Context: an optimization exercise on an open-source flow, tuned for small area, a short achievable clock period and few clock cycles per item. The choices shown serve that exercise and are no tape-out recipe.
At most, simulation tests tie the RTL to the original design; equivalence was not proved.
For runs 1 to 3, only the layout was checked, not whether the RTL still works.

File: design.v
module li_inv8 (
  input  wire [7:0] a,
  output wire [7:0] y
);
  function automatic [3:0] m4(input [3:0] p, input [3:0] q);
    reg [3:0] r, t; integer k;
    begin
      r = 4'd0; t = p;
      for (k = 0; k < 4; k = k + 1) begin
        if (q[k]) r = r ^ t;
        t = {t[2:0], 1'b0} ^ (t[3] ? 4'h3 : 4'h0);
      end
      m4 = r;
    end
  endfunction
  wire [3:0] ah = a[7:4];
  wire [3:0] al = a[3:0];
  wire [3:0] n  = m4(m4(ah, ah), 4'd12) ^ m4(ah, al) ^ m4(al, al);
  reg  [3:0] ni;
  always @(*) begin
    case (n)
      4'd0: ni = 4'd0;
      4'd1: ni = 4'd1;
      4'd2: ni = 4'd9;
      4'd3: ni = 4'd14;
      4'd4: ni = 4'd13;
      4'd5: ni = 4'd11;
      4'd6: ni = 4'd7;
      4'd7: ni = 4'd6;
      4'd8: ni = 4'd15;
      4'd9: ni = 4'd2;
      4'd10: ni = 4'd12;
      4'd11: ni = 4'd5;
      4'd12: ni = 4'd10;
      4'd13: ni = 4'd4;
      4'd14: ni = 4'd3;
      4'd15: ni = 4'd8;
      default: ni = 4'd0;
    endcase
  end
  assign y = {m4(ah, ni), m4(ah ^ al, ni)};
endmodule
module li_ca_step (
  input  wire [127:0] grid,
  input  wire [19:0]  tab,
  input  wire         nbhd,
  input  wire         toroidal,
  output wire [127:0] grid_next
);
  wire [9:0] ta = tab[9:0];
  wire [9:0] tb = tab[19:10];
  wire [1:0] cs [0:127];    
  wire [1:0] xs [0:127];    
  genvar r, c;
  generate
    for (r = 0; r < 4; r = r + 1) begin : g_r
      for (c = 0; c < 32; c = c + 1) begin : g_c
        wire up = (r == 0) ? (toroidal & grid[3*32 + c]) : grid[(r-1)*32 + c];
        wire dn = (r == 3) ? (toroidal & grid[c])        : grid[(r+1)*32 + c];
        wire me = grid[r*32 + c];
        assign cs[r*32 + c] = {(up & me) | (up & dn) | (me & dn), up ^ me ^ dn};
        assign xs[r*32 + c] = nbhd ? {1'b0, me} : cs[r*32 + c];
      end
    end
    for (r = 0; r < 4; r = r + 1) begin : g_r2
      for (c = 0; c < 32; c = c + 1) begin : g_c2
        localparam integer CL = (c + 31) % 32;
        localparam integer CR = (c + 1) % 32;
        wire [1:0] a = cs[r*32 + c];
        wire [1:0] b = (c == 0)  ? (xs[r*32 + CL] & {2{toroidal}}) : xs[r*32 + CL];
        wire [1:0] d = (c == 31) ? (xs[r*32 + CR] & {2{toroidal}}) : xs[r*32 + CR];
        wire s0  = a[0] ^ b[0] ^ d[0];
        wire k1  = (a[0] & b[0]) | (a[0] & d[0]) | (b[0] & d[0]);
        wire t1  = a[1] ^ b[1] ^ d[1];
        wire k2a = (a[1] & b[1]) | (a[1] & d[1]) | (b[1] & d[1]);
        wire s1  = t1 ^ k1;
        wire k2b = t1 & k1;
        wire s2  = k2a ^ k2b;
        wire s3  = k2a & k2b;
        wire me  = grid[r*32 + c];
        wire [4:0] p;
        genvar j;
        for (j = 0; j < 5; j = j + 1) begin : g_p
          assign p[j] = me ? (s0 ? tb[2*j+1] : tb[2*j]) : (s0 ? ta[2*j+1] : ta[2*j]);
        end
        wire q = s1 ? (s2 ? p[3] : p[1]) : (s2 ? p[2] : p[0]);
        assign grid_next[r*32 + c] = s3 ? p[4] : q;
      end
    end
  endgenerate
endmodule
module li_block_engine (
  input  wire         clk,
  input  wire         rst,         
  input  wire         start,       
  input  wire         decrypt,     
  input  wire [127:0] blk_in,
  input  wire [6:0]   rounds,      
  input  wire [5:0]   ca_steps,    
  input  wire         nbhd,        
  input  wire         toroidal,
  input  wire [31:0]  rule_base,
  output wire [6:0]   rk_idx,
  input  wire [127:0] rk,
  output wire         ready,
  output wire         done,
  output wire [127:0] blk_out
);
  function automatic [7:0] phi(input [7:0] x);
    begin
      phi[0] = x[0] ^ x[2];
      phi[1] = x[1] ^ x[2] ^ x[5] ^ x[6] ^ x[7];
      phi[2] = x[3];
      phi[3] = x[1] ^ x[3] ^ x[6] ^ x[7];
      phi[4] = x[1] ^ x[5] ^ x[7];
      phi[5] = x[2] ^ x[3];
      phi[6] = x[1] ^ x[4] ^ x[6] ^ x[7];
      phi[7] = x[5] ^ x[7];
    end
  endfunction
  function automatic [7:0] phiinv(input [7:0] x);
    begin
      phiinv[0] = x[0] ^ x[2] ^ x[5];
      phiinv[1] = x[4] ^ x[7];
      phiinv[2] = x[2] ^ x[5];
      phiinv[3] = x[2];
      phiinv[4] = x[2] ^ x[3] ^ x[6];
      phiinv[5] = x[1] ^ x[3] ^ x[5];
      phiinv[6] = x[1] ^ x[2] ^ x[4] ^ x[5];
      phiinv[7] = x[1] ^ x[3] ^ x[5] ^ x[7];
    end
  endfunction
  function automatic [7:0] aff(input [7:0] x);
    begin
      aff[0] = ~(x[0] ^ x[4] ^ x[5] ^ x[6] ^ x[7]);
      aff[1] = ~(x[0] ^ x[1] ^ x[5] ^ x[6] ^ x[7]);
      aff[2] = x[0] ^ x[1] ^ x[2] ^ x[6] ^ x[7];
      aff[3] = x[0] ^ x[1] ^ x[2] ^ x[3] ^ x[7];
      aff[4] = x[0] ^ x[1] ^ x[2] ^ x[3] ^ x[4];
      aff[5] = ~(x[1] ^ x[2] ^ x[3] ^ x[4] ^ x[5]);
      aff[6] = ~(x[2] ^ x[3] ^ x[4] ^ x[5] ^ x[6]);
      aff[7] = x[3] ^ x[4] ^ x[5] ^ x[6] ^ x[7];
    end
  endfunction
  function automatic [7:0] affinv(input [7:0] x);
    begin
      affinv[0] = ~(x[2] ^ x[5] ^ x[7]);
      affinv[1] = x[0] ^ x[3] ^ x[6];
      affinv[2] = ~(x[1] ^ x[4] ^ x[7]);
      affinv[3] = x[0] ^ x[2] ^ x[5];
      affinv[4] = x[1] ^ x[3] ^ x[6];
      affinv[5] = x[2] ^ x[4] ^ x[7];
      affinv[6] = x[0] ^ x[3] ^ x[5];
      affinv[7] = x[1] ^ x[4] ^ x[6];
    end
  endfunction
  reg         dec_q;
  reg  [5:0]  steps_q;
  reg         nbhd_q;
  reg         tor_q;
  reg  [31:0] rule_q;
  reg [127:0] st;         
  reg         ae_busy;    
  reg         ae_phb;     
  reg  [6:0]  ae_left;    
  reg         ae_first;   
  reg         ae_lastb;   
  reg         done_q;
  reg [127:0] grid;       
  reg [127:0] rkc;        
  reg [127:0] kq;         
  reg         kfull;
  reg  [19:0] tab;        
  reg         ce_busy;    
  reg  [5:0]  ce_cnt;     
  reg         ce_last;    
  reg  [6:0]  rk_idx_q;   
  reg  [6:0]  ce_jobs;    
  reg         ce_k0;      
  assign rk_idx  = rk_idx_q;
  assign ready   = ~ae_busy;
  assign done    = done_q;
  wire [127:0] seed;      
  wire [127:0] step_o;
  genvar k;
  generate
    for (k = 0; k < 128; k = k + 1) begin : g_seed
      assign seed[k] = rk[127 - k];
    end
  endgenerate
  li_ca_step u_ca (
    .grid      (grid),
    .tab       (tab),
    .nbhd      (nbhd_q),
    .toroidal  (tor_q),
    .grid_next (step_o)
  );
  wire [127:0] kc = step_o ^ rkc;       
  wire [127:0] kb;                      
  generate
    for (k = 0; k < 128; k = k + 1) begin : g_kb
      assign kb[127 - k] = kc[k];
    end
  endgenerate
  wire [31:0] rule_r = rule_q ^ {25'd0, rk_idx_q};
  wire [19:0] tab_r  = {(nbhd_q ? rule_r[13:4] : rule_r[17:8]), rule_r[9:0]};
  wire acc        = ready & start;
  wire ae_consume = ae_busy & ae_phb & kfull;
  wire kslot      = ~kfull | ae_consume;
  wire last_step  = ce_busy & ce_last;
  wire ce_finish  = last_step & kslot;
  wire grid_free  = ~ce_busy | ce_finish;
  wire load_ca    = (ce_jobs != 7'd0) & grid_free;
  wire load_k0    = ce_k0 & (ce_jobs == 7'd0) & ~ce_busy & kslot;
  always @(posedge clk) begin
    if (load_ca) begin
      grid <= seed;
      rkc  <= seed;
      tab  <= tab_r;
    end else if (ce_busy & ~last_step) begin
      grid <= step_o;
    end
  end
  always @(posedge clk) begin
    if (~ae_busy)
      kq <= rk;                          
    else if (load_k0)
      kq <= rk;
    else if (ce_finish)
      kq <= kb;
  end
  always @(posedge clk) begin
    if (rst) begin
      ce_busy  <= 1'b0;
      ce_jobs  <= 7'd0;
      ce_k0    <= 1'b0;
      kfull    <= 1'b0;
      rk_idx_q <= 7'd0;
    end else begin
      kfull <= (kfull & ~ae_consume) | ce_finish | load_k0 | (acc & ~decrypt);
      if (~ae_busy) begin
        ce_jobs  <= start ? rounds : 7'd0;
        ce_k0    <= start & decrypt;
        rk_idx_q <= ~start ? 7'd0 : decrypt ? rounds : 7'd1;
      end else begin
        if (load_ca) begin
          ce_busy <= 1'b1;
          ce_cnt  <= steps_q;
          ce_last <= (steps_q == 6'd1);
          ce_jobs <= ce_jobs - 7'd1;
          if (dec_q)
            rk_idx_q <= rk_idx_q - 7'd1;
          else if (ce_jobs == 7'd1)
            rk_idx_q <= 7'd0;
          else
            rk_idx_q <= rk_idx_q + 7'd1;
        end else if (ce_finish) begin
          ce_busy <= 1'b0;
        end
        if (ce_busy & ~last_step) begin
          ce_cnt  <= ce_cnt - 6'd1;
          ce_last <= (ce_cnt == 6'd2);
        end
        if (load_k0)
          ce_k0 <= 1'b0;
      end
    end
  end
  wire [127:0] inv_o;
  genvar i, c;
  generate
    for (i = 0; i < 16; i = i + 1) begin : g_inv
      li_inv8 u_inv (.a(st[127 - 8*i -: 8]), .y(inv_o[127 - 8*i -: 8]));
    end
  endgenerate
  function automatic [7:0] xt(input [7:0] a);    
    xt = {a[6:0], 1'b0} ^ (a[7] ? 8'h1b : 8'h00);
  endfunction
  function automatic [7:0] gmul(input [7:0] a, input [3:0] b);
    reg [7:0] a2, a4, a8;
    begin
      a2 = xt(a);
      a4 = xt(a2);
      a8 = xt(a4);
      gmul = (b[0] ? a : 8'h00) ^ (b[1] ? a2 : 8'h00) ^
             (b[2] ? a4 : 8'h00) ^ (b[3] ? a8 : 8'h00);
    end
  endfunction
  wire b_last = ae_lastb;
  wire b_id   = dec_q ? b_last : ae_first;       
  wire b_mix  = ~ae_first & ~b_last;             
  wire [127:0] sx;        
  wire [127:0] e_sub;     
  wire [127:0] e_shr;
  wire [127:0] e_mix;
  wire [127:0] d_key = sx ^ kq;
  wire [127:0] d_imx;
  wire [127:0] d_ish;
  wire [127:0] d_pre;     
  generate
    for (i = 0; i < 16; i = i + 1) begin : g_byte
      localparam integer R  = i % 4;
      localparam integer C  = i / 4;
      localparam integer FS = R + 4 * ((C + R) % 4);
      localparam integer IS = R + 4 * ((C + 4 - R) % 4);
      assign sx   [127 - 8*i -: 8] = phiinv(st[127 - 8*i -: 8]);
      assign e_sub[127 - 8*i -: 8] = aff(sx[127 - 8*i -: 8]);
      assign e_shr[127 - 8*i -: 8] = e_sub[127 - 8*FS -: 8];
      assign d_ish[127 - 8*i -: 8] = d_imx[127 - 8*IS -: 8];
      assign d_pre[127 - 8*i -: 8] = affinv(d_ish[127 - 8*i -: 8]);
    end
    for (c = 0; c < 4; c = c + 1) begin : g_col
      wire [7:0] a0 = e_shr[127 - 8*(4*c+0) -: 8];
      wire [7:0] a1 = e_shr[127 - 8*(4*c+1) -: 8];
      wire [7:0] a2 = e_shr[127 - 8*(4*c+2) -: 8];
      wire [7:0] a3 = e_shr[127 - 8*(4*c+3) -: 8];
      assign e_mix[127 - 8*(4*c+0) -: 8] = gmul(a0, 4'd2) ^ gmul(a1, 4'd3) ^ a2 ^ a3;
      assign e_mix[127 - 8*(4*c+1) -: 8] = a0 ^ gmul(a1, 4'd2) ^ gmul(a2, 4'd3) ^ a3;
      assign e_mix[127 - 8*(4*c+2) -: 8] = a0 ^ a1 ^ gmul(a2, 4'd2) ^ gmul(a3, 4'd3);
      assign e_mix[127 - 8*(4*c+3) -: 8] = gmul(a0, 4'd3) ^ a1 ^ a2 ^ gmul(a3, 4'd2);
      wire [7:0] b0 = d_key[127 - 8*(4*c+0) -: 8];
      wire [7:0] b1 = d_key[127 - 8*(4*c+1) -: 8];
      wire [7:0] b2 = d_key[127 - 8*(4*c+2) -: 8];
      wire [7:0] b3 = d_key[127 - 8*(4*c+3) -: 8];
      wire [7:0] m0 = gmul(b0, 4'd14) ^ gmul(b1, 4'd11) ^ gmul(b2, 4'd13) ^ gmul(b3, 4'd9);
      wire [7:0] m1 = gmul(b0, 4'd9)  ^ gmul(b1, 4'd14) ^ gmul(b2, 4'd11) ^ gmul(b3, 4'd13);
      wire [7:0] m2 = gmul(b0, 4'd13) ^ gmul(b1, 4'd9)  ^ gmul(b2, 4'd14) ^ gmul(b3, 4'd11);
      wire [7:0] m3 = gmul(b0, 4'd11) ^ gmul(b1, 4'd13) ^ gmul(b2, 4'd9)  ^ gmul(b3, 4'd14);
      assign d_imx[127 - 8*(4*c+0) -: 8] = b_mix ? m0 : b0;
      assign d_imx[127 - 8*(4*c+1) -: 8] = b_mix ? m1 : b1;
      assign d_imx[127 - 8*(4*c+2) -: 8] = b_mix ? m2 : b2;
      assign d_imx[127 - 8*(4*c+3) -: 8] = b_mix ? m3 : b3;
    end
  endgenerate
  wire [127:0] e_out = (b_mix ? e_mix : e_shr) ^ kq;
  wire [127:0] b_std = b_id ? d_key : (dec_q ? d_pre : e_out);
  wire [127:0] b_o;
  wire [127:0] blk_phi;
  generate
    for (i = 0; i < 16; i = i + 1) begin : g_phi
      assign b_o    [127 - 8*i -: 8] = phi(b_std[127 - 8*i -: 8]);
      assign blk_phi[127 - 8*i -: 8] = phi(blk_in[127 - 8*i -: 8]);
      assign blk_out[127 - 8*i -: 8] = phiinv(st[127 - 8*i -: 8]);
    end
  endgenerate
  always @(posedge clk) begin
    if (~ae_busy)
      st <= blk_phi;
    else if (ae_busy & ~ae_phb)
      st <= inv_o;
    else if (ae_consume)
      st <= b_o;
  end
  always @(posedge clk) begin
    if (~ae_busy) begin
      dec_q   <= decrypt;
      steps_q <= ca_steps;
      nbhd_q  <= nbhd;
      tor_q   <= toroidal;
      rule_q  <= rule_base;
    end
  end
  always @(posedge clk) begin
    if (rst) begin
      ae_busy <= 1'b0;
      done_q  <= 1'b0;
    end else begin
      done_q <= 1'b0;
      if (acc) begin
        ae_busy  <= 1'b1;
        ae_phb   <= 1'b1;
        ae_left  <= rounds + 7'd1;
        ae_first <= 1'b1;
        ae_lastb <= 1'b0;
      end else if (ae_busy) begin
        if (~ae_phb) begin
          ae_phb <= 1'b1;
        end else if (kfull) begin
          ae_left  <= ae_left - 7'd1;
          ae_first <= 1'b0;
          ae_lastb <= (ae_left == 7'd2);
          if (b_last) begin
            ae_busy <= 1'b0;
            done_q  <= 1'b1;
          end else begin
            ae_phb <= 1'b0;
          end
        end
      end
    end
  end
endmodule
File: run.sh
#!/bin/bash
# synth_recipe.tcl (not shown) runs the flow's synth.tcl, then flattens the netlist and writes it again
# the make line also repeats each setting of config.mk as NAME=value (left out here)
make -C /OpenROAD-flow-scripts/flow DESIGN_CONFIG=/design/flow/config.mk WORK_HOME=/design/flow/orfs CLKGATE_MAP_FILE= SYNTH_SCRIPT=/design/flow/synth_recipe.tcl finish
File: config.mk
export PLATFORM = sky130hd
export DESIGN_NAME = li_block_engine
export DESIGN_NICKNAME = li_block_engine
export VERILOG_FILES = /design/flow/design.v
export SDC_FILE = /design/flow/constraint.sdc
export NUM_CORES = 8
export LEC_CHECK = 0
export ABC_CLOCK_PERIOD_IN_PS = 4000
export CAP_MARGIN = 20
export CORE_MARGIN = 2
export CORE_UTILIZATION = 50
export PLACE_DENSITY = 0.6
export SETUP_SLACK_MARGIN = 5
export SLEW_MARGIN = 20
File: constraint.sdc
create_clock -name core_clock -period 10.0 [get_ports {clk}]
set_input_delay 2.0000 -clock core_clock [delete_from_list [all_inputs] [get_ports {clk}]]
set_output_delay 2.0000 -clock core_clock [all_outputs]
set_load 0.01 [all_outputs]
==> results.py, run 1 <==
metrics = {
    "grt": {
        "grt-ovfl-total": 0,
        "antenna_found_initial": 39,
        "grt_pass1_vias": 90940,
        "grt_max_degree": 165,
        "grtUsageTotal_pct": 40.16,
        "grt_pass1_wl_um": 680500,
    },
    "finish": {
        "mostFrequentLayoutCells": "xnor2_1, nand2_1, inv_1",
        "nFillCells": 19570,
        "nets": 12780,
        "final_common_cell": "xnor2_1",
        "drive_above_1_share_pct": 19.39,
        "area_delta_synth_final_pct": 14.86,
        "finish.utilization_pct": 57.85,
    },
    "synth": {
        "ys_warn_count": 3,
        "ys.flop_type": "edfxtp_1",
        "async_flop_share_pct": 0,
        "syn_avg_cell_area_um2": 10.10,
        "syn_inst": 11480,
        "syn_area_mm2": 0.1160,
        "ys_seq_elements": 595,
        "synth_area_leaders": "mux4_2, xnor2_1, edfxtp_1",
        "syn-num-nets": 12610,
        "synth_cell_types": 97,
        "ys_seq_area_share_pct": 15.24,
        "synth-edff-count": 576,
        "yosysTopAreaCellShare_pct": 15.30,
        "yosys.area.top_type": "mux4_2",
    },
    "clock_tree": {
        "clock_latency_ns": 0.79,
        "root_buffer": "clkbuf_16",
        "cts_max_level": 3,
        "cts.sinks": 595,
        "cts_tree": "built",
        "cts_buffers": 83,
        "cts_hold_buf": 0,
        "clk_pin_slew_ns": 0.06,
        "cts_max_path_buffers": 3,
    },
    "setup_path": {
        "worstPathMaxFanout": 3,
        "worstSetupStartpointType": "flip-flop",
        "cp.arrival_ns": 5.56,
        "ff2ff_path_depth": 18,
        "required_ns": 10.48,
        "worstReg2RegStart": "st[81]",
        "critical_path_class": "flip-flop to flip-flop",
        "setup.reg_to_reg.worst_slack_ns": 4.92,
        "rr_endpoint": "st[97]",
        "end_kind": "flip-flop",
    },
    "outcome": {
        "status": "no timing/DRC/antenna violations",
    },
    "detailed_routing": {
        "wirelength_um": 484000,
        "drc": 0,
        "final_antenna_net_count": 0,
        "wl_per_cell_um": 32.78,
        "dr.pass1.iters": 6,
        "routed-via-count": 94120,
        "drt-initial-drc-count": 11270,
        "vias_per_cell": 6.374,
    },
    "die": {
        "die_width_um": 485.7,
        "core_mm2": 0.2303,
        "initial_core_util_pct": 50.37,
        "dieArea_mm2": 0.2359,
        "die_h_um": 485.7,
        "row_count": 176,
        "io_pins": 444,
    },
    "sta": {
        "max_freq_mhz": 196.8,
        "slew_headroom_pct": 25.06,
        "hold_viol_final": 0,
        "fin_skew_ns": 0.03545,
        "fin_tns_setup_ns": 0,
        "worst_pin_slew_ns": 1.116,
        "post-route-period-util_pct": 50.80,
        "slew_violations": 0,
        "rsz0062_at_grt": "true",
        "worst_hold_slack_ns": 0.4569,
        "period_minus_slack_ns": 5.080,
        "setup_viol": 0,
    },
    "min_path": {
        "hold_end": "tab[7]",
        "hp-start": "rule_q[7]",
        "holdPathStages": 0,
        "hp-class": "flip-flop to flip-flop",
    },
    "run": {
        "drv_cap": 0,
    },
    "placed_design": {
        "portBuffers": 429,
        "place_congestion": 1.056,
        "hpwl_um": 354700,
    },
}
-- how the worst max path moves through the flow --
stage	slack, ns	endpoint	startpoint	depth (start not counted)
after global placement	3.55	st[115]	st[10]	13
final	4.92	st[97]	st[81]	18
after floorplan	5.17	st[102]	st[103]	18
after CTS	4.84	kq[112]	tor_q	11
after global routing	4.80	st[69]	st[71]	18
after detailed placement	3.62	st[105]	st[47]	14
-- timing repair --
action | 4_1_cts | 5_1_grt
setup buffers | 251 | 162
resized for setup | 500 | 287
endpoints found under the setup margin | 247 | 156
cloned | 1 | 1
pin swaps | 67 | 86
-- cell usage after synthesis, types with 384 or more instances --
cell type,number
edfxtp_1,576
o21ai_0,463
clkbuf_1,810
a21oi_1,501
mux2i_1,422
nand2_1,892
ha_1,439
xnor3_1,387
fa_1,384
nor2_1,568
xor2_1,879
xnor2_1,1977
mux4_2,788
inv_1,808
-- routing by layer --
layer	global-route usage [%]	vias up	share of wire, %
met5	0	-	0.052
met4	25.57	6	7.7
met3	6.825	1136	9.9
met2	63.84	5882	46
met1	50.91	47110	36
li1	-	39990	-
-- layout make-up --
| type | instances | area, um^2 | share of cell area [%] |
|---|---|---|---|
| multi-input combinational | 9069 | 95910 | 71.97 |
| sequential | 595 | 17680 | 13.27 |
| timing repair buffer | 1083 | 9998 | 7.503 |
| tap | 3026 | 3786 | 2.841 |
| inverter | 813 | 3065 | 2.300 |
| clock buffer | 89 | 2100 | 1.575 |
| clock inverter | 63 | 655.6 | 0.4920 |
| antenna | 28 | 70.07 | 0.05258 |
-- sequential cells by signal, indices dropped and copies added (netlist names), 6 cells and up --
register / count
tab: 20
ce_jobs: 7
rkc: 128
grid: 128
rk_idx_q: 7
st: 128
kq: 128
ce_cnt: 6
rule_q: 18
ae_left: 7
steps_q: 6
-- metrics by stage --
step	std cells	cell area, um^2	setup WS, ns
floorplan	11480	116000	5.174
global placement	14170	122300	3.555
detailed placement	14170	122400	3.620
CTS	14580	130200	4.837
global route	14760	133200	4.798
finish	14770	133300	4.920
-- worst max-delay path, stage by stage, from the launching register on --
cell	delay, ns
edfxtp_1	0.41
buf_12	0.14
xor3_4	0.45
buf_12	0.16
xnor3_4	0.35
buf_12	0.18
buf_6	0.12
buf_4	0.12
xnor2_1	0.19
xnor3_1	0.39
xnor3_1	0.21
o21ai_1	0.43
xor2_2	0.19
xnor2_2	0.36
nand2_1	0.19
a21oi_4	0.30
xor2_1	0.29
xnor2_2	0.16
o221ai_1	0.12
-- cell families after synthesis --
family / count (synthesis) / synth area share, %
flip-flops: 595 / 15.24
multiplexers: 1265 / 19.48
XOR/XNOR: 3413 / 32.21
AO/OA/AOI/OAI: 1484 / 7.622
adder cells (fa/ha/maj): 823 / 11.36
AND/OR/NAND/NOR: 2083 / 8.031
buffers and inverters: 1821 / 6.057
==> run 2: changes to the inputs <==
--- a/design.v
+++ b/design.v
@@ -182,2 +182,3 @@
   assign done    = done_q;
+  assign blk_out = st;
   wire [127:0] seed;      
@@ -269,2 +270,3 @@
   wire [127:0] inv_o;
+  wire [127:0] inv_c;
   genvar i, c;
@@ -272,3 +274,4 @@
     for (i = 0; i < 16; i = i + 1) begin : g_inv
-      li_inv8 u_inv (.a(st[127 - 8*i -: 8]), .y(inv_o[127 - 8*i -: 8]));
+      li_inv8 u_inv (.a(phi(st[127 - 8*i -: 8])), .y(inv_c[127 - 8*i -: 8]));
+      assign inv_o[127 - 8*i -: 8] = phiinv(inv_c[127 - 8*i -: 8]);
     end
@@ -291,8 +294,10 @@
   wire b_mix  = ~ae_first & ~b_last;             
-  wire [127:0] sx;        
+  wire [127:0] sx = st;
   wire [127:0] e_sub;     
-  wire [127:0] e_shr;
-  wire [127:0] e_mix;
+  wire [127:0] e_shr;     
   wire [127:0] d_key = sx ^ kq;
-  wire [127:0] d_imx;
+  wire [127:0] d_pm;      
+  wire [127:0] mx_i = dec_q ? d_pm : e_shr;
+  wire [127:0] mx_o;
+  wire [127:0] d_lin = b_mix ? mx_o : d_key;
   wire [127:0] d_ish;
@@ -305,6 +310,5 @@
       localparam integer IS = R + 4 * ((C + 4 - R) % 4);
-      assign sx   [127 - 8*i -: 8] = phiinv(st[127 - 8*i -: 8]);
       assign e_sub[127 - 8*i -: 8] = aff(sx[127 - 8*i -: 8]);
       assign e_shr[127 - 8*i -: 8] = e_sub[127 - 8*FS -: 8];
-      assign d_ish[127 - 8*i -: 8] = d_imx[127 - 8*IS -: 8];
+      assign d_ish[127 - 8*i -: 8] = d_lin[127 - 8*IS -: 8];
       assign d_pre[127 - 8*i -: 8] = affinv(d_ish[127 - 8*i -: 8]);
@@ -312,10 +316,2 @@
     for (c = 0; c < 4; c = c + 1) begin : g_col
-      wire [7:0] a0 = e_shr[127 - 8*(4*c+0) -: 8];
-      wire [7:0] a1 = e_shr[127 - 8*(4*c+1) -: 8];
-      wire [7:0] a2 = e_shr[127 - 8*(4*c+2) -: 8];
-      wire [7:0] a3 = e_shr[127 - 8*(4*c+3) -: 8];
-      assign e_mix[127 - 8*(4*c+0) -: 8] = gmul(a0, 4'd2) ^ gmul(a1, 4'd3) ^ a2 ^ a3;
-      assign e_mix[127 - 8*(4*c+1) -: 8] = a0 ^ gmul(a1, 4'd2) ^ gmul(a2, 4'd3) ^ a3;
-      assign e_mix[127 - 8*(4*c+2) -: 8] = a0 ^ a1 ^ gmul(a2, 4'd2) ^ gmul(a3, 4'd3);
-      assign e_mix[127 - 8*(4*c+3) -: 8] = gmul(a0, 4'd3) ^ a1 ^ a2 ^ gmul(a3, 4'd2);
       wire [7:0] b0 = d_key[127 - 8*(4*c+0) -: 8];
@@ -324,26 +320,23 @@
       wire [7:0] b3 = d_key[127 - 8*(4*c+3) -: 8];
-      wire [7:0] m0 = gmul(b0, 4'd14) ^ gmul(b1, 4'd11) ^ gmul(b2, 4'd13) ^ gmul(b3, 4'd9);
-      wire [7:0] m1 = gmul(b0, 4'd9)  ^ gmul(b1, 4'd14) ^ gmul(b2, 4'd11) ^ gmul(b3, 4'd13);
-      wire [7:0] m2 = gmul(b0, 4'd13) ^ gmul(b1, 4'd9)  ^ gmul(b2, 4'd14) ^ gmul(b3, 4'd11);
-      wire [7:0] m3 = gmul(b0, 4'd11) ^ gmul(b1, 4'd13) ^ gmul(b2, 4'd9)  ^ gmul(b3, 4'd14);
-      assign d_imx[127 - 8*(4*c+0) -: 8] = b_mix ? m0 : b0;
-      assign d_imx[127 - 8*(4*c+1) -: 8] = b_mix ? m1 : b1;
-      assign d_imx[127 - 8*(4*c+2) -: 8] = b_mix ? m2 : b2;
-      assign d_imx[127 - 8*(4*c+3) -: 8] = b_mix ? m3 : b3;
+      wire [7:0] u  = xt(xt(b0 ^ b2));
+      wire [7:0] v  = xt(xt(b1 ^ b3));
+      assign d_pm[127 - 8*(4*c+0) -: 8] = b0 ^ u;
+      assign d_pm[127 - 8*(4*c+1) -: 8] = b1 ^ v;
+      assign d_pm[127 - 8*(4*c+2) -: 8] = b2 ^ u;
+      assign d_pm[127 - 8*(4*c+3) -: 8] = b3 ^ v;
+      wire [7:0] a0 = mx_i[127 - 8*(4*c+0) -: 8];
+      wire [7:0] a1 = mx_i[127 - 8*(4*c+1) -: 8];
+      wire [7:0] a2 = mx_i[127 - 8*(4*c+2) -: 8];
+      wire [7:0] a3 = mx_i[127 - 8*(4*c+3) -: 8];
+      assign mx_o[127 - 8*(4*c+0) -: 8] = gmul(a0, 4'd2) ^ gmul(a1, 4'd3) ^ a2 ^ a3;
+      assign mx_o[127 - 8*(4*c+1) -: 8] = a0 ^ gmul(a1, 4'd2) ^ gmul(a2, 4'd3) ^ a3;
+      assign mx_o[127 - 8*(4*c+2) -: 8] = a0 ^ a1 ^ gmul(a2, 4'd2) ^ gmul(a3, 4'd3);
+      assign mx_o[127 - 8*(4*c+3) -: 8] = gmul(a0, 4'd3) ^ a1 ^ a2 ^ gmul(a3, 4'd2);
     end
   endgenerate
-  wire [127:0] e_out = (b_mix ? e_mix : e_shr) ^ kq;
+  wire [127:0] e_out = (b_mix ? mx_o : e_shr) ^ kq;
   wire [127:0] b_std = b_id ? d_key : (dec_q ? d_pre : e_out);
-  wire [127:0] b_o;
-  wire [127:0] blk_phi;
-  generate
-    for (i = 0; i < 16; i = i + 1) begin : g_phi
-      assign b_o    [127 - 8*i -: 8] = phi(b_std[127 - 8*i -: 8]);
-      assign blk_phi[127 - 8*i -: 8] = phi(blk_in[127 - 8*i -: 8]);
-      assign blk_out[127 - 8*i -: 8] = phiinv(st[127 - 8*i -: 8]);
-    end
-  endgenerate
   always @(posedge clk) begin
     if (~ae_busy)
-      st <= blk_phi;
+      st <= blk_in;
     else if (ae_busy & ~ae_phb)
@@ -351,3 +344,3 @@
     else if (ae_consume)
-      st <= b_o;
+      st <= b_std;
   end
==> results.py, run 2 <==
metrics = {
    "clock_tree": {
        "cts_max_level": 3,
        "clock_latency_ns": 0.77,
        "cts_tree": "built",
        "cts_buffers": 80,
        "root_buffer": "clkbuf_16",
        "clk_pin_slew_ns": 0.06,
        "cts_max_path_buffers": 3,
        "cts_hold_buf": 0,
        "cts.sinks": 595,
    },
    "placed_design": {
        "place_congestion": 1.019,
        "dpl_cell_area_mm2": 0.1125,
        "place_inst": 13400,
        "hpwl_um": 316400,
        "pre_cts_slack_ns": 3.089,
        "portBuffers": 429,
    },
    "finish": {
        "fin_cells": 14200,
        "final_common_cell": "xnor2_1",
        "final_area_mm2": 0.1262,
        "area_delta_synth_final_pct": 18.65,
        "finish.utilization_pct": 59.61,
        "mostFrequentLayoutCells": "xnor2_1, mux4_2, nor2_1",
        "nets": 12380,
        "drive_above_1_share_pct": 23.37,
    },
    "detailed_routing": {
        "dr.pass1.iters": 7,
        "wirelength_um": 448300,
        "routed-via-count": 91070,
        "final_antenna_net_count": 0,
        "drc": 0,
        "drt-initial-drc-count": 10780,
        "wl_per_cell_um": 31.56,
        "vias_per_cell": 6.412,
    },
    "sta": {
        "post-route-period-util_pct": 53.74,
        "setup_viol": 0,
        "setup_slack_ns": 4.626,
        "worst_hold_slack_ns": 0.4518,
        "rsz0062_at_grt": "true",
        "fin_tns_setup_ns": 0,
        "slew_headroom_pct": 13.05,
        "hold_viol_final": 0,
        "fin_skew_ns": 0.05673,
        "slew_violations": 0,
        "period_minus_slack_ns": 5.374,
        "max_freq_mhz": 186.1,
        "worst_pin_slew_ns": 1.304,
    },
    "setup_path": {
        "required_ns": 10.44,
        "cpMostUsedCell": "xnor2_2",
        "slowest_stage": "or4_1",
        "worstPathMaxFanout": 6,
        "path_buf_inv": 4,
        "worstSetupStartpointType": "flip-flop",
        "critical_path_class": "flip-flop to flip-flop",
        "end_kind": "flip-flop",
        "crit_family": "XOR/XNOR gates",
        "cpPeakStageDelay_ns": 0.55,
        "crit_chain": "xor3_2 > and2_4 > nor2_4 > inv_2 > ha_4 > buf_6 > and3_4 > o31ai_4 > a21oi_2 > a211oi_2 > xnor2_2 > buf_6 > ha_4 > inv_2 > mux4_2 > or4_1 > o311a_1 > xnor2_2 > xnor2_2 > xnor2_2 > xnor2_1 > o221ai_1",
        "cp.arrival_ns": 5.81,
    },
    "synth": {
        "syn_inst": 10960,
        "yosysTopAreaCellShare_pct": 16.84,
        "ys.flop_type": "edfxtp_1",
        "syn_area_mm2": 0.1063,
        "async_flop_share_pct": 0,
        "synth-edff-count": 576,
        "syn-num-nets": 12040,
        "yosys.area.top_type": "mux4_2",
        "synth_cell_types": 101,
        "synth_most_common_cell": "xnor2_1",
        "syn_avg_cell_area_um2": 9.704,
        "synth_area_leaders": "mux4_2, edfxtp_1, xnor2_1",
        "ys_warn_count": 3,
        "ys_seq_elements": 595,
        "synth_common_cells": "xnor2_1, inv_1, nor2_1",
        "ys_seq_area_share_pct": 16.62,
    },
    "min_path": {
        "hp-class": "flip-flop to flip-flop",
    },
    "grt": {
        "grt_pass1_wl_um": 631700,
        "grt_pass1_vias": 87570,
        "grt-ovfl-total": 0,
        "antenna_found_initial": 43,
        "grtUsageTotal_pct": 40.03,
        "grt_max_degree": 189,
    },
    "run": {
        "drv_cap": 0,
    },
    "outcome": {
        "status": "no timing/DRC/antenna violations",
    },
    "die": {
        "row_count": 169,
        "initial_core_util_pct": 50.24,
        "die_width_um": 465.2,
        "io_pins": 444,
        "die_h_um": 465.2,
        "dieArea_mm2": 0.2164,
        "core_mm2": 0.2117,
    },
}
[run 2: cell type report]
class,instances,area [um^2]
multi-input combinational,8558,87850
fill,17760,85490
sequential,595,17680
timing repair buffer,1239,11250
tap,2821,3530
inverter,822,3124
clock buffer,95,2078
clock inverter,52,615.6
antenna,21,52.55
[run 2: what timing repair did]
action | in CTS | in global routing
gates cloned | 6 | 6
pin swaps | 202 | 269
gates resized for setup | 514 | 467
endpoints found under the setup margin | 174 | 166
setup buffers | 410 | 217
[run 2: path summary, 6_finish.rpt]
path              startpoint  endpoint  slack [ns]  cells after the start
setup / recovery      st[95]    st[95]        4.63                     22
hold / removal     rule_q[7]    tab[7]        0.45                      0
setup reg to reg      st[95]    st[95]        4.63                     22
hold reg to reg    rule_q[7]    tab[7]        0.45                      0
[run 2: logic make-up after synthesis]
group,synth area share [%]
XOR/XNOR,24.55
AND/OR/NAND/NOR,9.076
buffers and inverters,6.621
AO/OA/AOI/OAI,9.301
multiplexers,21.82
adder cells (fa/ha/maj),12.00
flip-flops,16.62
[run 2: routing by layer]
metal / share of wire, % / global-route usage, %
met4: 9.1 / 28.07
met2: 45 / 62.19
met3: 10 / 8.788
met5: 0.059 / 0.4611
met1: 36 / 49.59
==> run 3: changes to the inputs <==
--- a/design.v
+++ b/design.v
@@ -47,2 +47,4 @@
   input  wire         toroidal,
+  input  wire [31:0]  gu,          
+  input  wire [31:0]  gd,          
   output wire [127:0] grid_next
@@ -57,4 +59,4 @@
       for (c = 0; c < 32; c = c + 1) begin : g_c
-        wire up = (r == 0) ? (toroidal & grid[3*32 + c]) : grid[(r-1)*32 + c];
-        wire dn = (r == 3) ? (toroidal & grid[c])        : grid[(r+1)*32 + c];
+        wire up = (r == 0) ? gu[c] : grid[(r-1)*32 + c];
+        wire dn = (r == 3) ? gd[c] : grid[(r+1)*32 + c];
         wire me = grid[r*32 + c];
@@ -169,2 +171,4 @@
   reg [127:0] grid;       
+  reg  [31:0] gu;         
+  reg  [31:0] gd;         
   reg [127:0] rkc;        
@@ -196,2 +200,4 @@
     .toroidal  (tor_q),
+    .gu        (gu),
+    .gd        (gd),
     .grid_next (step_o)
@@ -218,2 +224,4 @@
       grid <= seed;
+      gu   <= seed[127:96] & {32{tor_q}};
+      gd   <= seed[31:0] & {32{tor_q}};
       rkc  <= seed;
@@ -222,2 +230,4 @@
       grid <= step_o;
+      gu   <= step_o[127:96] & {32{tor_q}};
+      gd   <= step_o[31:0] & {32{tor_q}};
     end
@@ -270,3 +280,4 @@
   wire [127:0] inv_o;
-  wire [127:0] inv_c;
+  wire [127:0] sx;        
+  wire [127:0] blk_c;     
   genvar i, c;
@@ -274,4 +285,5 @@
     for (i = 0; i < 16; i = i + 1) begin : g_inv
-      li_inv8 u_inv (.a(phi(st[127 - 8*i -: 8])), .y(inv_c[127 - 8*i -: 8]));
-      assign inv_o[127 - 8*i -: 8] = phiinv(inv_c[127 - 8*i -: 8]);
+      li_inv8 u_inv (.a(phi(st[127 - 8*i -: 8])), .y(inv_o[127 - 8*i -: 8]));
+      assign sx[127 - 8*i -: 8] = phiinv(st[127 - 8*i -: 8]);
+      assign blk_c[127 - 8*i -: 8] = phi(blk_in[127 - 8*i -: 8]);
     end
@@ -294,3 +306,2 @@
   wire b_mix  = ~ae_first & ~b_last;             
-  wire [127:0] sx = st;
   wire [127:0] e_sub;     
@@ -340,3 +351,3 @@
     if (~ae_busy)
-      st <= blk_in;
+      st <= blk_c;
     else if (ae_busy & ~ae_phb)
==> results.py, run 3 <==
metrics = {
    "setup_path": {
        "crit_chain": "xor2_1 > xnor2_1 > xnor2_1 > mux2i_4 > xnor2_2 > xnor2_1 > xnor2_1 > xnor2_2 > xor2_1 > nor2_1 > a21oi_2 > xor2_1 > a21oi_1 > a21oi_1",
        "cpMostUsedCell": "xnor2_1",
        "end_kind": "flip-flop",
        "cp.arrival_ns": 5.69,
        "worstSetupStartpointType": "flip-flop",
        "critical_path_class": "flip-flop to flip-flop",
        "required_ns": 10.63,
        "cpPeakStageDelay_ns": 0.71,
        "slowest_stage": "xor2_1",
        "worstPathMaxFanout": 6,
    },
    "clock_tree": {
        "clk_pin_slew_ns": 0.07,
        "cts_buffers": 86,
        "cts_hold_buf": 0,
        "clock_latency_ns": 0.80,
        "cts_max_level": 3,
        "cts.sinks": 659,
        "cts_tree": "built",
        "cts_max_path_buffers": 3,
        "root_buffer": "clkbuf_16",
    },
    "finish": {
        "seq_area_mm2": 0.01960,
        "drive_above_1_share_pct": 19.88,
        "final_area_mm2": 0.1249,
        "multi_input_area_mm2": 0.08619,
        "mostFrequentLayoutCells": "xnor2_1, nor2_1, mux4_2",
        "nets": 12220,
        "nFillCells": 18350,
        "area_delta_synth_final_pct": 14.78,
        "final_common_cell": "xnor2_1",
    },
    "detailed_routing": {
        "routed-via-count": 90230,
        "wl_per_cell_um": 31.91,
        "drc": 0,
        "final_antenna_net_count": 0,
        "dr.pass1.iters": 7,
        "drt-initial-drc-count": 11480,
        "wirelength_um": 449600,
        "vias_per_cell": 6.403,
    },
    "min_path": {
        "hp-class": "flip-flop to flip-flop",
    },
    "sta": {
        "worst_pin_slew_ns": 1.295,
        "slew_headroom_pct": 13.08,
        "slew_violations": 0,
        "max_freq_mhz": 197.4,
        "fin_skew_ns": 0.05770,
        "fin_tns_setup_ns": 0,
        "rsz0062_at_grt": "true",
        "post-route-period-util_pct": 50.65,
        "hold_viol_final": 0,
        "setup_viol": 0,
        "period_minus_slack_ns": 5.065,
    },
    "synth": {
        "ys_seq_area_share_pct": 18.00,
        "ys.flop_type": "edfxtp_1",
        "synth_cell_types": 112,
        "ys_warn_count": 3,
        "yosysTopAreaCellShare_pct": 17.65,
        "yosys.area.top_type": "edfxtp_1",
        "synth_common_cells": "xnor2_1, nor2_1, mux4_2",
        "synth_area_leaders": "edfxtp_1, mux4_2, xnor2_1",
        "synth_most_common_cell": "xnor2_1",
        "syn_area_mm2": 0.1089,
        "ys_seq_elements": 659,
        "syn_avg_cell_area_um2": 9.964,
        "async_flop_share_pct": 0,
        "syn_inst": 10930,
        "synth-edff-count": 640,
        "syn-num-nets": 12000,
    },
    "die": {
        "core_mm2": 0.2167,
        "initial_core_util_pct": 50.22,
        "die_h_um": 470.6,
        "dieArea_mm2": 0.2215,
        "row_count": 171,
        "die_width_um": 470.6,
        "io_pins": 444,
    },
    "outcome": {
        "status": "no timing/DRC/antenna violations",
    },
    "grt": {
        "grt-ovfl-total": 0,
        "grt_pass1_wl_um": 636400,
        "grt_pass1_vias": 87110,
        "antenna_found_initial": 33,
        "grt_max_degree": 146,
        "grtUsageTotal_pct": 39.54,
    },
    "placed_design": {
        "portBuffers": 429,
        "dpl_cell_area_mm2": 0.1150,
        "place_congestion": 1.020,
        "hpwl_um": 326100,
    },
    "run": {
        "drv_cap": 0,
    },
}
run 3: area by class of cell:
| class | instances | share of cell area [%] |
|---|---|---|
| inverters | 764 | 2.309 |
| repair buffers | 1059 | 7.594 |
| clock buffers | 97 | 1.764 |
| flip-flops and latches | 659 | 15.69 |
| multi-input cells | 8579 | 68.99 |
| well taps | 2854 | 2.858 |
| diodes | 19 | 0.03805 |
| clock inverters | 61 | 0.7631 |
run 3: metal layers:
metal	vias to the layer above	global-route usage, %	part of all wire (%)
met4	26	22.75	7.2
li1	38610	-	-
met1	44960	50.50	37
met5	-	0	0.040
met3	1163	8.130	9.8
met2	5466	62.40	46
run 3: metrics by stage:
| step | setup slack, ns | hold WS [ns] | util (%) | cells |
|---|---|---|---|---|
| 6_report | 4.935 | 0.4505 | 57.65 | 14090 |
| 4_1_cts | 4.852 | 0.4515 | 56.05 | 13890 |
| 2_1_floorplan | 5.011 | 0.4204 | - | 10930 |
| 3_3_place_gp | 3.572 | 0.4362 | 53.06 | 13510 |
| 5_1_grt | 4.887 | 0.4625 | 57.63 | 14080 |
| 3_5_place_dp | 3.515 | 0.4366 | 53.07 | 13510 |
run 3: worst paths after layout:
path	start	cells after the start	end	slack, ns
worst max-delay path	st[69]	14	st[65]	4.93
worst min-delay path	rule_q[7]	0	tab[7]	0.45
worst max register to register	st[69]	14	st[65]	4.93
worst min register to register	rule_q[7]	0	tab[7]	0.45
run 3: cells by family after synthesis:
| family | synth area share [%] |
|---|---|
| fa+ha+maj | 11.51 |
| flops | 18.00 |
| simple gates | 9.331 |
| xor+xnor | 25.34 |
| mux | 20.62 |
| buf+inv | 6.087 |
| compound gates | 9.109 |
run 3: worst max-delay path, delay by kind of cell (launching register included):
kind                      cells  cell delay [ns]
xor gates and xnor gates      9             3.45
and+or+nand+nor               1             0.06
muxes                         1             0.25
AOI/OAI and AO/OA             3             0.65
DFF                           1             0.48
run 3: repair_timing:
action	in CTS	in global routing
pin swaps	28	82
setup endpoints to repair	226	142
setup buffers	226	177
gates cloned	0	1
gates resized for setup	231	314
==> run 4: changes to the inputs <==
--- a/design.v
+++ b/design.v
@@ -158,14 +158,13 @@
   endfunction
-  reg         dec_q;
-  reg  [5:0]  steps_q;
-  reg         nbhd_q;
-  reg         tor_q;
-  reg  [31:0] rule_q;
-  reg [127:0] st;         
-  reg         ae_busy;    
-  reg         ae_phb;     
-  reg  [6:0]  ae_left;    
-  reg         ae_first;   
-  reg         ae_lastb;   
-  reg         done_q;
+  reg [127:0] ib_blk;
+  reg         ib_dec;
+  reg  [6:0]  ib_rounds;
+  reg         ib_valid;
+  reg         cb_dec;
+  reg  [5:0]  cb_steps;
+  reg         cb_nbhd;
+  reg         cb_tor;
+  reg  [31:0] cb_rule;
+  reg  [6:0]  cj_left;    
+  reg  [6:0]  rk_idx_q;   
   reg [127:0] grid;       
@@ -174,5 +173,5 @@
   reg [127:0] rkc;        
-  reg [127:0] kq;         
-  reg         kfull;
   reg  [19:0] tab;        
+  reg         rn_nbhd;
+  reg         rn_tor;
   reg         ce_busy;    
@@ -180,9 +179,18 @@
   reg         ce_last;    
-  reg  [6:0]  rk_idx_q;   
-  reg  [6:0]  ce_jobs;    
-  reg         ce_k0;      
+  reg [127:0] kq;         
+  reg         kfull;
+  reg [127:0] st;         
+  reg         ae_busy;    
+  reg         ae_dec;
+  reg         ae_phb;     
+  reg  [6:0]  ae_left;    
+  reg         ae_first;   
+  reg         ae_lastb;   
+  reg         done_q;
+  wire ib_take = ~ae_busy & ib_valid;                   
+  assign ready   = (cj_left == 7'd0) & (~ib_valid | ib_take);
   assign rk_idx  = rk_idx_q;
-  assign ready   = ~ae_busy;
   assign done    = done_q;
   assign blk_out = st;
+  wire acc = ready & start;
   wire [127:0] seed;      
@@ -198,4 +206,4 @@
     .tab       (tab),
-    .nbhd      (nbhd_q),
-    .toroidal  (tor_q),
+    .nbhd      (rn_nbhd),
+    .toroidal  (rn_tor),
     .gu        (gu),
@@ -211,5 +219,6 @@
   endgenerate
-  wire [31:0] rule_r = rule_q ^ {25'd0, rk_idx_q};
-  wire [19:0] tab_r  = {(nbhd_q ? rule_r[13:4] : rule_r[17:8]), rule_r[9:0]};
-  wire acc        = ready & start;
+  wire        zero_job = (rk_idx_q == 7'd0);
+  wire [31:0] rule_r   = cb_rule ^ {25'd0, rk_idx_q};
+  wire [19:0] tab_r    = zero_job ? 20'd0
+                       : {(cb_nbhd ? rule_r[13:4] : rule_r[17:8]), rule_r[9:0]};
   wire ae_consume = ae_busy & ae_phb & kfull;
@@ -219,15 +228,16 @@
   wire grid_free  = ~ce_busy | ce_finish;
-  wire load_ca    = (ce_jobs != 7'd0) & grid_free;
-  wire load_k0    = ce_k0 & (ce_jobs == 7'd0) & ~ce_busy & kslot;
+  wire load       = (cj_left != 7'd0) & grid_free;
   always @(posedge clk) begin
-    if (load_ca) begin
-      grid <= seed;
-      gu   <= seed[127:96] & {32{tor_q}};
-      gd   <= seed[31:0] & {32{tor_q}};
-      rkc  <= seed;
-      tab  <= tab_r;
+    if (load) begin
+      grid    <= seed;
+      gu      <= seed[127:96] & {32{cb_tor}};
+      gd      <= seed[31:0] & {32{cb_tor}};
+      rkc     <= seed;
+      tab     <= tab_r;
+      rn_nbhd <= cb_nbhd;
+      rn_tor  <= cb_tor;
     end else if (ce_busy & ~last_step) begin
-      grid <= step_o;
-      gu   <= step_o[127:96] & {32{tor_q}};
-      gd   <= step_o[31:0] & {32{tor_q}};
+      grid    <= step_o;
+      gu      <= step_o[127:96] & {32{rn_tor}};
+      gd      <= step_o[31:0] & {32{rn_tor}};
     end
@@ -235,7 +245,3 @@
   always @(posedge clk) begin
-    if (~ae_busy)
-      kq <= rk;                          
-    else if (load_k0)
-      kq <= rk;
-    else if (ce_finish)
+    if (ce_finish)
       kq <= kb;
@@ -243,29 +249,40 @@
   always @(posedge clk) begin
+    if (acc) begin
+      cb_dec   <= decrypt;
+      cb_steps <= ca_steps;
+      cb_nbhd  <= nbhd;
+      cb_tor   <= toroidal;
+      cb_rule  <= rule_base;
+      ib_blk   <= blk_in;
+      ib_dec   <= decrypt;
+      ib_rounds <= rounds;
+    end
+  end
+  always @(posedge clk) begin
     if (rst) begin
+      ib_valid <= 1'b0;
+      cj_left  <= 7'd0;
+      rk_idx_q <= 7'd0;
       ce_busy  <= 1'b0;
-      ce_jobs  <= 7'd0;
-      ce_k0    <= 1'b0;
       kfull    <= 1'b0;
-      rk_idx_q <= 7'd0;
     end else begin
-      kfull <= (kfull & ~ae_consume) | ce_finish | load_k0 | (acc & ~decrypt);
-      if (~ae_busy) begin
-        ce_jobs  <= start ? rounds : 7'd0;
-        ce_k0    <= start & decrypt;
-        rk_idx_q <= ~start ? 7'd0 : decrypt ? rounds : 7'd1;
+      ib_valid <= acc | (ib_valid & ~ib_take);
+      kfull    <= (kfull & ~ae_consume) | ce_finish;
+      if (acc) begin
+        cj_left  <= rounds + 7'd1;
+        rk_idx_q <= decrypt ? rounds : 7'd0;
+      end else if (load) begin
+        cj_left <= cj_left - 7'd1;
+        if (cb_dec)
+          rk_idx_q <= zero_job ? 7'd0 : rk_idx_q - 7'd1;
+        else
+          rk_idx_q <= (cj_left == 7'd1) ? 7'd0 : rk_idx_q + 7'd1;
+      end
+      if (load) begin
+        ce_busy <= 1'b1;
+        ce_cnt  <= zero_job ? 6'd1 : cb_steps;
+        ce_last <= zero_job | (cb_steps == 6'd1);
       end else begin
-        if (load_ca) begin
-          ce_busy <= 1'b1;
-          ce_cnt  <= steps_q;
-          ce_last <= (steps_q == 6'd1);
-          ce_jobs <= ce_jobs - 7'd1;
-          if (dec_q)
-            rk_idx_q <= rk_idx_q - 7'd1;
-          else if (ce_jobs == 7'd1)
-            rk_idx_q <= 7'd0;
-          else
-            rk_idx_q <= rk_idx_q + 7'd1;
-        end else if (ce_finish) begin
+        if (ce_finish)
           ce_busy <= 1'b0;
-        end
         if (ce_busy & ~last_step) begin
@@ -274,4 +291,2 @@
         end
-        if (load_k0)
-          ce_k0 <= 1'b0;
       end
@@ -281,3 +296,3 @@
   wire [127:0] sx;        
-  wire [127:0] blk_c;     
+  wire [127:0] ib_c;      
   genvar i, c;
@@ -286,4 +301,4 @@
       li_inv8 u_inv (.a(phi(st[127 - 8*i -: 8])), .y(inv_o[127 - 8*i -: 8]));
-      assign sx[127 - 8*i -: 8] = phiinv(st[127 - 8*i -: 8]);
-      assign blk_c[127 - 8*i -: 8] = phi(blk_in[127 - 8*i -: 8]);
+      assign sx[127 - 8*i -: 8]   = phiinv(st[127 - 8*i -: 8]);
+      assign ib_c[127 - 8*i -: 8] = phi(ib_blk[127 - 8*i -: 8]);
     end
@@ -304,3 +319,3 @@
   wire b_last = ae_lastb;
-  wire b_id   = dec_q ? b_last : ae_first;       
+  wire b_id   = ae_dec ? b_last : ae_first;      
   wire b_mix  = ~ae_first & ~b_last;             
@@ -310,3 +325,3 @@
   wire [127:0] d_pm;      
-  wire [127:0] mx_i = dec_q ? d_pm : e_shr;
+  wire [127:0] mx_i = ae_dec ? d_pm : e_shr;
   wire [127:0] mx_o;
@@ -348,9 +363,9 @@
   wire [127:0] e_out = (b_mix ? mx_o : e_shr) ^ kq;
-  wire [127:0] b_std = b_id ? d_key : (dec_q ? d_pre : e_out);
+  wire [127:0] b_std = b_id ? d_key : (ae_dec ? d_pre : e_out);
   always @(posedge clk) begin
     if (~ae_busy)
-      st <= blk_c;
-    else if (ae_busy & ~ae_phb)
+      st <= ib_c;
+    else if (~ae_phb)
       st <= inv_o;
-    else if (ae_consume)
+    else if (kfull)
       st <= b_std;
@@ -358,9 +373,4 @@
   always @(posedge clk) begin
-    if (~ae_busy) begin
-      dec_q   <= decrypt;
-      steps_q <= ca_steps;
-      nbhd_q  <= nbhd;
-      tor_q   <= toroidal;
-      rule_q  <= rule_base;
-    end
+    if (~ae_busy)
+      ae_dec <= ib_dec;
   end
@@ -372,21 +382,21 @@
       done_q <= 1'b0;
-      if (acc) begin
-        ae_busy  <= 1'b1;
-        ae_phb   <= 1'b1;
-        ae_left  <= rounds + 7'd1;
-        ae_first <= 1'b1;
-        ae_lastb <= 1'b0;
-      end else if (ae_busy) begin
-        if (~ae_phb) begin
-          ae_phb <= 1'b1;
-        end else if (kfull) begin
-          ae_left  <= ae_left - 7'd1;
-          ae_first <= 1'b0;
-          ae_lastb <= (ae_left == 7'd2);
-          if (b_last) begin
-            ae_busy <= 1'b0;
-            done_q  <= 1'b1;
-          end else begin
-            ae_phb <= 1'b0;
-          end
+      if (~ae_busy) begin
+        if (ib_valid) begin
+          ae_busy  <= 1'b1;
+          ae_phb   <= 1'b1;
+          ae_left  <= ib_rounds + 7'd1;
+          ae_first <= 1'b1;
+          ae_lastb <= 1'b0;
+        end
+      end else if (~ae_phb) begin
+        ae_phb <= 1'b1;
+      end else if (kfull) begin
+        ae_left  <= ae_left - 7'd1;
+        ae_first <= 1'b0;
+        ae_lastb <= (ae_left == 7'd2);
+        if (ae_lastb) begin
+          ae_busy <= 1'b0;
+          done_q  <= 1'b1;
+        end else begin
+          ae_phb <= 1'b0;
         end
--- a/config.mk
+++ b/config.mk
@@ -10,4 +10,4 @@
 export CORE_MARGIN = 2
-export CORE_UTILIZATION = 50
-export PLACE_DENSITY = 0.6
+export CORE_UTILIZATION = 65
+export PLACE_DENSITY = 0.72
 export SETUP_SLACK_MARGIN = 5
==> results.py, run 4 <==
metrics = {
    "grt": {
        "antenna_found_initial": 48,
        "grtUsageTotal_pct": 48.26,
        "grt_max_degree": 165,
        "grt_pass1_wl_um": 629000,
        "grt_pass1_vias": 91100,
        "grt-ovfl-total": 0,
    },
    "synth": {
        "yosysTopAreaCellShare_pct": 20.58,
        "synthSimpleGateAreaFrac_pct": 7.650,
        "synth_adder_area_share_pct": 11.34,
        "synth_area_leaders": "edfxtp_1, mux4_2, xnor2_1",
        "synth_compound_area_share_pct": 8.420,
        "syn_avg_cell_area_um2": 10.52,
        "synth-edff-count": 778,
        "syn_inst": 10790,
        "syn-num-nets": 11890,
        "synth_top_family_by_area": "XOR/XNOR gates",
        "yosys.area.top_type": "edfxtp_1",
        "ys.flop_type": "edfxtp_1",
        "synth_most_common_cell": "xnor2_1",
        "syn_area_mm2": 0.1135,
        "ys_seq_elements": 797,
        "synth_common_cells": "xnor2_1, mux4_2, inv_1",
        "post_synth_mux_area_share_pct": 20.60,
        "synthXorXnorAreaFrac_pct": 25.13,
        "ys_seq_area_share_pct": 20.91,
        "ys_warn_count": 3,
        "async_flop_share_pct": 0,
        "synth_cell_types": 111,
    },
    "clock_tree": {
        "cts_tree": "built",
        "root_buffer": "clkbuf_16",
        "cts_max_path_buffers": 3,
        "cts_buffers": 100,
        "cts.sinks": 797,
        "clock_latency_ns": 0.81,
        "cts_max_level": 3,
        "clk_pin_slew_ns": 0.07,
    },
    "sta": {
        "worst_pin_slew_ns": 1.239,
        "slew_headroom_pct": 17.43,
        "hold_viol_final": 0,
        "rsz0062_at_grt": "true",
        "period_minus_slack_ns": 5.249,
        "post-route-period-util_pct": 52.49,
        "fin_tns_setup_ns": 0,
        "slew_violations": 0,
        "setup_slack_ns": 4.751,
        "setup_viol": 0,
        "max_freq_mhz": 190.5,
        "fin_skew_ns": 0.04891,
    },
    "min_path": {
        "hp-class": "flip-flop to flip-flop",
        "holdPathStages": 2,
        "hp-start": "cj_left[6]",
    },
    "setup_path": {
        "startpoint": "ae_phb",
        "cp.arrival_ns": 5.73,
        "ff2ff_path_depth": 11,
        "crit_family": "buffers and inverters",
        "crit_chain": "buf_4 > inv_2 > buf_4 > nor2_4 > buf_4 > nand2_1 > nor2_4 > buf_4 > a21oi_1 > o21ai_1 > a21oi_1",
        "cpMostUsedCell": "buf_4",
        "required_ns": 10.48,
        "worstSetupStartpointType": "flip-flop",
        "worstPathMaxFanout": 26,
        "slowest_stage": "nor2_4",
        "cpPeakStageDelay_ns": 0.77,
        "end_kind": "flip-flop",
        "critical_path_class": "flip-flop to flip-flop",
        "path_buf_inv": 5,
        "path_depth": 11,
        "worstReg2RegStart": "ae_phb",
    },
    "die": {
        "dieArea_mm2": 0.1780,
        "die_width_um": 421.9,
        "initial_core_util_pct": 65.38,
        "die_h_um": 421.9,
        "row_count": 153,
        "core_mm2": 0.1736,
        "io_pins": 444,
    },
    "detailed_routing": {
        "routed-via-count": 94440,
        "drc": 0,
        "drt-initial-drc-count": 13730,
        "wirelength_um": 442500,
        "dr.pass1.iters": 7,
        "vias_per_cell": 7.042,
        "wl_per_cell_um": 33.00,
        "final_antenna_net_count": 0,
    },
    "finish": {
        "area_delta_synth_final_pct": 12.80,
        "nFillCells": 11770,
        "final_area_mm2": 0.1281,
        "final_common_cell": "xnor2_1",
        "nets": 12070,
        "mostFrequentLayoutCells": "xnor2_1, mux4_2, edfxtp_1",
        "drive_above_1_share_pct": 19.17,
    },
    "placed_design": {
        "place_congestion": 1.071,
        "pre_cts_slack_ns": 3.621,
        "dpl_cell_area_mm2": 0.1187,
        "hpwl_um": 305200,
        "portBuffers": 429,
    },
    "outcome": {
        "status": "no timing/DRC/antenna violations",
    },
    "run": {
        "drv_cap": 0,
    },
}
run 4: changes by cell type after synthesis, sizes merged, moves of 52 or more:
cell | before | now
a21oi | 438 | 517
o21ai | 509 | 412
nand2 | 742 | 527
mux2i | 372 | 492
mux2 | 105 | 53
edfxtp | 640 | 778
and2 | 105 | 30
run 4: worst reg2reg max path: stages (launching register included):
cell and delay, ns:
edfxtp_1 0.39, buf_4 0.63, inv_2 0.05, buf_4 0.36, nor2_4 0.78, buf_4 0.58, nand2_1 0.41, nor2_4 0.70
buf_4 0.56, a21oi_1 0.18, o21ai_1 0.20, a21oi_1 0.08
run 4: kinds of logic after synthesis:
| family | after synthesis |
|---|---|
| multiplexers | 1327 |
| flip-flops | 797 |
| AO/OA/AOI/OAI | 1524 |
| buffers and inverters | 1699 |
| XOR/XNOR | 2713 |
| AND/OR/NAND/NOR | 1928 |
| adder cells (fa/ha/maj) | 800 |
run 4: final cells by class:
| cell class | count | area (um^2) | area share (%) |
|---|---|---|---|
| Multi-Input combinational cell | 8296 | 85930 | 67.11 |
| Sequential cell | 797 | 23750 | 18.54 |
| Timing Repair Buffer | 980 | 8897 | 6.948 |
| Inverter | 790 | 2980 | 2.327 |
| Tap cell | 2325 | 2909 | 2.272 |
| Clock buffer | 111 | 2544 | 1.986 |
| Clock inverter | 78 | 955.9 | 0.7465 |
| Antenna cell | 34 | 85.08 | 0.06644 |
run 4: metal layers:
| layer | wire length (um) | track usage, % | part of all wire [%] |
|---|---|---|---|
| met2 | 192700 | 73.50 | 44 |
| met4 | 44020 | 34.71 | 9.9 |
| met5 | 287 | 0 | 0.065 |
| met3 | 62440 | 14.49 | 14 |
| met1 | 143100 | 58.55 | 32 |
run 4: path summary, 6_finish.rpt:
kind | to | slack (ns)
max reg2reg | st[112] | 4.75
max | st[112] | 4.75
min | cj_left[6] | 0.48
min reg2reg | cj_left[6] | 0.48
run 4: what timing repair did:
item | in CTS | in global routing
resized for setup | 195 | 244
setup buffers | 206 | 169
hold buffers | 0 | 0
pin swaps | 17 | 52
setup endpoints to repair | 178 | 295
cloned | 1 | 5
run 4: through the flow:
step | hold slack [ns] | util, % | cells
after floorplan | 0.4174 | - | 10790
after global placement | 0.4540 | 68.35 | 12810
after detailed placement | 0.4708 | 68.35 | 12810
after CTS | 0.4791 | 72.06 | 13200
after global routing | 0.4975 | 73.72 | 13390
final | 0.4789 | 73.75 | 13410
Testbench counts of run 4, summed over its fixed seeds: cycles 99,556, blocks 3,200.
==> run 5: changes to the inputs <==
--- a/design.v
+++ b/design.v
@@ -249,3 +249,3 @@
   always @(posedge clk) begin
-    if (acc) begin
+    if (ready) begin
       cb_dec   <= decrypt;
--- a/config.mk
+++ b/config.mk
@@ -10,4 +10,4 @@
 export CORE_MARGIN = 2
-export CORE_UTILIZATION = 65
-export PLACE_DENSITY = 0.72
+export CORE_UTILIZATION = 50
+export PLACE_DENSITY = 0.6
 export SETUP_SLACK_MARGIN = 5
==> results.py, run 5 <==
metrics = {
    "outcome": {
        "status": "no timing/DRC/antenna violations",
    },
    "setup_path": {
        "cp.arrival_ns": 5.80,
        "end_kind": "flip-flop",
        "worstSetupStartpointType": "flip-flop",
        "required_ns": 10.63,
        "critical_path_class": "flip-flop to flip-flop",
    },
    "clock_tree": {
        "cts_tree": "built",
        "cts_max_path_buffers": 3,
        "clock_latency_ns": 0.82,
        "cts_hold_buf": 0,
        "clk_pin_slew_ns": 0.06,
    },
    "finish": {
        "drive_above_1_share_pct": 20.06,
        "nets": 12000,
        "mostFrequentLayoutCells": "xnor2_1, mux4_2, edfxtp_1",
        "finish.utilization_pct": 57.60,
        "nFillCells": 19100,
    },
    "synth": {
        "synth_top_family_by_area": "XOR/XNOR gates",
        "post_synth_mux_area_share_pct": 20.64,
        "syn_area_mm2": 0.1125,
        "syn_avg_cell_area_um2": 10.58,
        "synthXorXnorAreaFrac_pct": 25.32,
        "synth_compound_area_share_pct": 8.034,
        "synth-edff-count": 778,
        "ys_seq_elements": 797,
        "synth_most_common_cell": "xnor2_1",
        "ys_warn_count": 3,
        "yosys.area.top_type": "edfxtp_1",
        "ys_seq_area_share_pct": 21.10,
    },
    "grt": {
        "grt_pass1_vias": 87120,
        "grtUsageTotal_pct": 38.67,
        "grt-ovfl-total": 0,
    },
    "die": {
        "row_count": 174,
        "core_mm2": 0.2242,
    },
    "sta": {
        "fin_tns_setup_ns": 0,
        "slew_headroom_pct": 9.851,
        "rsz0062_at_grt": "true",
        "max_freq_mhz": 193.4,
    },
    "detailed_routing": {
        "drt-initial-drc-count": 10720,
        "final_antenna_net_count": 0,
        "wl_per_cell_um": 32.35,
    },
    "placed_design": {
        "dpl_cell_area_mm2": 0.1190,
        "portBuffers": 429,
        "place_congestion": 1.031,
    },
    "min_path": {
        "hp-class": "flip-flop to flip-flop",
    },
}
==> run 5: cell types whose count changed after synthesis, sizes merged, moves of 14 or more <==
| cell | previous run | this run |
|---|---|---|
| o22ai | 68 | 82 |
| a211oi | 36 | 56 |
| a31oi | 51 | 30 |
| a21oi | 517 | 474 |
| nor3 | 90 | 70 |
| xor2 | 716 | 691 |
| o21ai | 412 | 369 |
| xnor2 | 1743 | 1685 |
| clkbuf | 674 | 697 |
| buf | 235 | 185 |
| xnor3 | 203 | 237 |
| nand2 | 527 | 568 |
==> run 5: final timing paths <==
check,startpoint,endpoint,slack [ns]
setup / recovery,st[81],st[103],4.83
hold reg to reg,cj_left[6],cj_left[6],0.48
hold / removal,cj_left[6],cj_left[6],0.48
setup reg to reg,st[81],st[103],4.83
==> run 5: metal layers <==
metal  part of all wire, %  wire [um]  vias up  global-route usage, %
li1                      -          -    37910                      -
met4                   8.0      36310       20                  24.76
met5                 0.030        136        -                      0
met3                   9.8      44460     1209                  7.433
met1                    37     165200    44910                  49.01
met2                    46     206400     5523                  60.74
==> run 5: repair_timing <==
action	in CTS	in global routing
setup buffers	258	151
gates resized for setup	252	254
cloned	0	3
hold endpoints to repair	0	0
pin swaps	40	83
setup endpoints to repair	132	154
==> run 5: final cells by class <==
type                            count  area, um^2  share of cell area, %
Inverter                          798        3008                  2.329
Clock buffer                      120        2715                  2.102
Antenna cell                       12       30.03                0.02325
Tap cell                         2992        3744                  2.898
Timing Repair Buffer             1035        9225                  7.142
Sequential cell                   797       23750                  18.39
Clock inverter                     76       898.4                 0.6955
Multi-Input combinational cell   8159       85800                  66.43
==> run 5: critical path, cell delays in order (launching register included) <==
cell	delay [ns]
edfxtp_1	0.53
buf_4	0.28
xnor2_4	0.33
xnor3_4	0.53
xnor3_1	0.41
o21ai_1	0.37
xor2_1	0.36
xnor3_1	0.28
xor2_1	0.32
nand2_1	0.15
mux2i_1	0.25
nor2_1	0.11
xor2_1	0.64
o21ai_0	0.26
o221ai_1	0.14
==> run 5: cells by family after synthesis <==
family / Yosys count
xor+xnor: 2667
simple gates: 1935
buf+inv: 1680
compound gates: 1439
mux: 1320
flops: 797
fa+ha+maj: 795
==> run 5: per-stage QoR <==
| stage | instances | setup WS (ns) |
|---|---|---|
| 6_report | 13990 | 4.829 |
| 4_1_cts | 13820 | 4.900 |
| 2_1_floorplan | 10630 | 4.250 |
| 3_3_place_gp | 13370 | 3.684 |
| 3_5_place_dp | 13370 | 3.547 |
| 5_1_grt | 13980 | 4.854 |
Testbench counts of run 5, summed over its fixed seeds: cycles 99,556, blocks 3,200.

[separate check: timing with driven ports]
Ports are ideal in the flow. The routed layouts listed here were re-timed in OpenROAD.
Step 1 sets driving cells, clkbuf_16 on the clock port and buf_2 on the other inputs (assumed; they add their load-dependent delay and slew).
Step 2 adds t to the input delays and takes it off the output delays; t is the mean of the earliest and latest rising clock arrival at the registers after step 1. Input paths then give back, and output paths get back, about the clock's delay inside the block.
a / b / c = no drivers / after step 1 / after step 2; a / b = the first two.
run	t (ns)	setup WS [ns]	worst register clock-pin slew, ns	worst data-port slew with drivers (ns)
run 1	0.870	4.920 / 4.905 / 4.920	0.07 / 0.07	0.34
run 2	0.838	4.626 / 4.626 / 4.626	0.07 / 0.07	0.25
run 3	0.859	4.935 / 4.935 / 4.935	0.07 / 0.07	0.21
run 4	0.883	4.751 / 4.751 / 4.751	0.08 / 0.08	0.27
run 5	0.891	4.829 / 4.829 / 4.829	0.08 / 0.08	0.22
After both steps setup and hold are still met in every run listed.
